From an optimization exercise on the open Yosys and OpenROAD flow, aimed at small area, a short achievable clock period and few clock cycles; shortcuts taken in it are not production practice. RTL that was checked went through simulation tests only; none was proved equivalent to the original. Power figures rest on the tool's default switching activity, not on a simulated workload.

// lxe
module lxe (
    input  wire        clk,
    input  wire        rst,         
    input  wire        bus_valid,
    input  wire        bus_write,
    input  wire [5:0]  bus_addr,
    input  wire [31:0] bus_wdata,
    output wire        bus_ready,
    output reg         bus_rvalid,
    output reg  [31:0] bus_rdata
);
    localparam [5:0] A_CMD    = 6'h00;
    localparam [5:0] A_STATUS = 6'h04;
    localparam [5:0] A_EINFO  = 6'h08;
    localparam [5:0] A_K0     = 6'h10;
    localparam [5:0] A_K1     = 6'h14;
    localparam [5:0] A_K2     = 6'h18;
    localparam [5:0] A_K3     = 6'h1C;
    localparam [5:0] A_V0     = 6'h20;
    localparam [5:0] A_V1     = 6'h24;
    localparam [5:0] A_OPA    = 6'h28;
    localparam [5:0] A_OPB    = 6'h2C;
    localparam [5:0] A_RES    = 6'h30;
    localparam [5:0] A_CRC    = 6'h34;
    localparam [31:0] DEC_START = 32'hE3779B90;    
    localparam [7:0] OP_CRC_INIT = 8'h01;
  ...
Size in the first run: ~460 flip-flops, about 76 I/O pins, about 32000 µm² of cells after synthesis.
Settings: LEC_CHECK=0, CAP_MARGIN=20, CORE_MARGIN=2, CORE_UTILIZATION=40, PLACE_DENSITY=0.6, SLEW_MARGIN=20; clock period 12.0 ns.
standard.sh (not shown) runs the stock make flow with config.mk's settings and CLKGATE_MAP_FILE= SYNTH_SCRIPT=/design/flow/synth_recipe.tcl, a recipe that flattens the netlist after the stock synthesis.
==> flow/flow/run.sh <==
#!/bin/bash
# Standard synthesis and layout, with two changes: the port buffers are
# buf_4 cells, and repair_timing aims at a setup margin of 7.5 ns, so that it
# also works on paths that already meet the 12 ns clock.
set -euo pipefail
bash standard.sh synth > synth.log 2>&1
bash standard.sh SETUP_SLACK_MARGIN=7.5 "BUFFER_PORTS_ARGS=-buffer_cell sky130_fd_sc_hd__buf_4" finish > layout.log 2>&1
Testbench counts at the start, summed over its fixed seeds: cycles 51,068.
==> next run, changes <==
--- a/flow/design.v
+++ b/flow/design.v
@@ -139,22 +139,22 @@
             raise_code = E_ILLEGAL_CMD;
             raise_info = rq_d;
         end else if (key_missing) begin
             raise_code = E_KEY_NOT_LOADED;
             raise_info = rq_d;
         end else begin
             raise = 1'b0;
         end
     end
     wire cmd_ok = exec && is_cmd && legal && !(is_xtea && (krdy != 4'b1111));
-    wire [31:0] v0_q = vsw ? rb : ra;
-    wire [31:0] v1_q = vsw ? ra : rb;
+    wire [31:0] v0_q = (vsw || busy) ? rb : ra;
+    wire [31:0] v1_q = (vsw && !busy) ? ra : rb;
     reg [31:0] read_data;
     always @(*) begin
         case (rq_a)
             A_STATUS: read_data = {20'h0, krdy, err ? ecode : 4'h0, 3'b000, err};
             A_EINFO:  read_data = err ? einfo : 32'h0;
             A_K0:     read_data = krdy[0] ? k0 : 32'h0;
             A_K1:     read_data = krdy[1] ? k1 : 32'h0;
             A_K2:     read_data = krdy[2] ? k2 : 32'h0;
             A_K3:     read_data = krdy[3] ? k3 : 32'h0;
             A_V0:     read_data = v0_q;
@@ -276,45 +276,49 @@
             2'd1: ksel = k1;
             2'd2: ksel = k2;
             default: ksel = k3;
         endcase
     end
     wire [31:0] k3_dec0 = k3 + DEC_START;
     wire [31:0] sk_next = start ? (opc[0] ? k3_dec0 : k0) : (rom_now[31:0] + ksel);
     wire [31:0] mx_t  = ((rb << 4) ^ (rb >> 5)) + rb;
     wire [31:0] mx    = mx_t ^ (sk_r ^ {32{dec}});
     wire [31:0] nb    = ra + mx + {31'h0, dec};
+    wire rq_vread = rq_v && !rq_w && ((rq_a == A_V0) || (rq_a == A_V1));
+    wire rd_in_ra = (rq_a == A_V0) ^ vsw;        
+    wire fwd      = busy && (cnt == 5'd0) && rq_vread;
+    wire fwd_next = busy && (cnt == 5'd31) && rq_vread && !accept;
     wire wr_ok = exec && rq_w && !raise;
     always @(posedge clk) begin
         if (accept) begin
             rq_w <= bus_write;
             rq_a <= bus_addr;
             rq_d <= bus_wdata;
         end
-        bus_rdata <= read_data;
+        bus_rdata <= (fwd && !rd_in_ra) ? nb : read_data;
         rst_q     <= rst;
         if (busy || start) begin
             sk_r   <= sk_next;
             kidx_r <= rom_after[33:32];
         end
         if (start)
             dec <= start_dec;
         if (rst) begin
             busy <= 1'b0; cnt <= 5'h0;
             rq_v <= 1'b0;
             rdy <= 1'b1;
             bus_rvalid <= 1'b0;
         end else begin
-            rq_v <= accept || (rq_v && busy);
-            rdy  <= !((accept || (rq_v && busy)) &&
-                      ((busy && cnt != 5'd0) || start));
-            bus_rvalid <= (exec && !start) || (busy && cnt == 5'd0);
+            rq_v <= accept || (rq_v && busy && !fwd);
+            rdy  <= fwd_next || !((accept || (rq_v && busy && !fwd)) &&
+                                  ((busy && cnt != 5'd0) || start));
+            bus_rvalid <= exec || fwd;
             if (busy) begin
                 if (cnt == 5'd0)
                     busy <= 1'b0;        
                 else
                     cnt  <= cnt + 5'd1;
             end
             if (start) begin
                 busy <= 1'b1;
                 cnt  <= 5'd1;
             end
The changed run finished clean. Power shrinks by 0.88%. Hold slack is worse by 0.0091 ns. Global-route usage grows by 0.49 points. Die area hardly moves. Via count grows by 1.7%. Sequential power is about the same.
Only the layout flow was run in the second run of this note; the RTL was not checked for function there.

static timing again, ports no longer ideal:
The results above use ideal ports. As a check the final layouts listed here were re-extracted and re-timed, cells and wires unchanged.
Step 1 (the two cells are an assumption about what drives the block):
set clk [get_ports {clk}]
set_driving_cell -lib_cell sky130_fd_sc_hd__clkbuf_16 $clk
set_driving_cell -lib_cell sky130_fd_sc_hd__buf_2 [delete_from_list [all_inputs] $clk]
Step 2 adds t to the input delays and takes it off the output delays; t is the mean of the earliest and latest rising clock arrival at the registers after step 1. Input paths then give back, and output paths get back, about the clock's delay inside the block.
a / b / c = no drivers / after step 1 / after step 2; a / b = the first two.
run | t, ns | setup slack, ns | hold WS [ns]
the first run | 0.685 | 7.405 / 7.405 / 7.405 | 0.474 / 0.474 / 0.474
the second run | 0.684 | 7.271 / 7.271 / 7.271 | 0.465 / 0.465 / 0.465
After both steps every run listed still meets setup and hold.
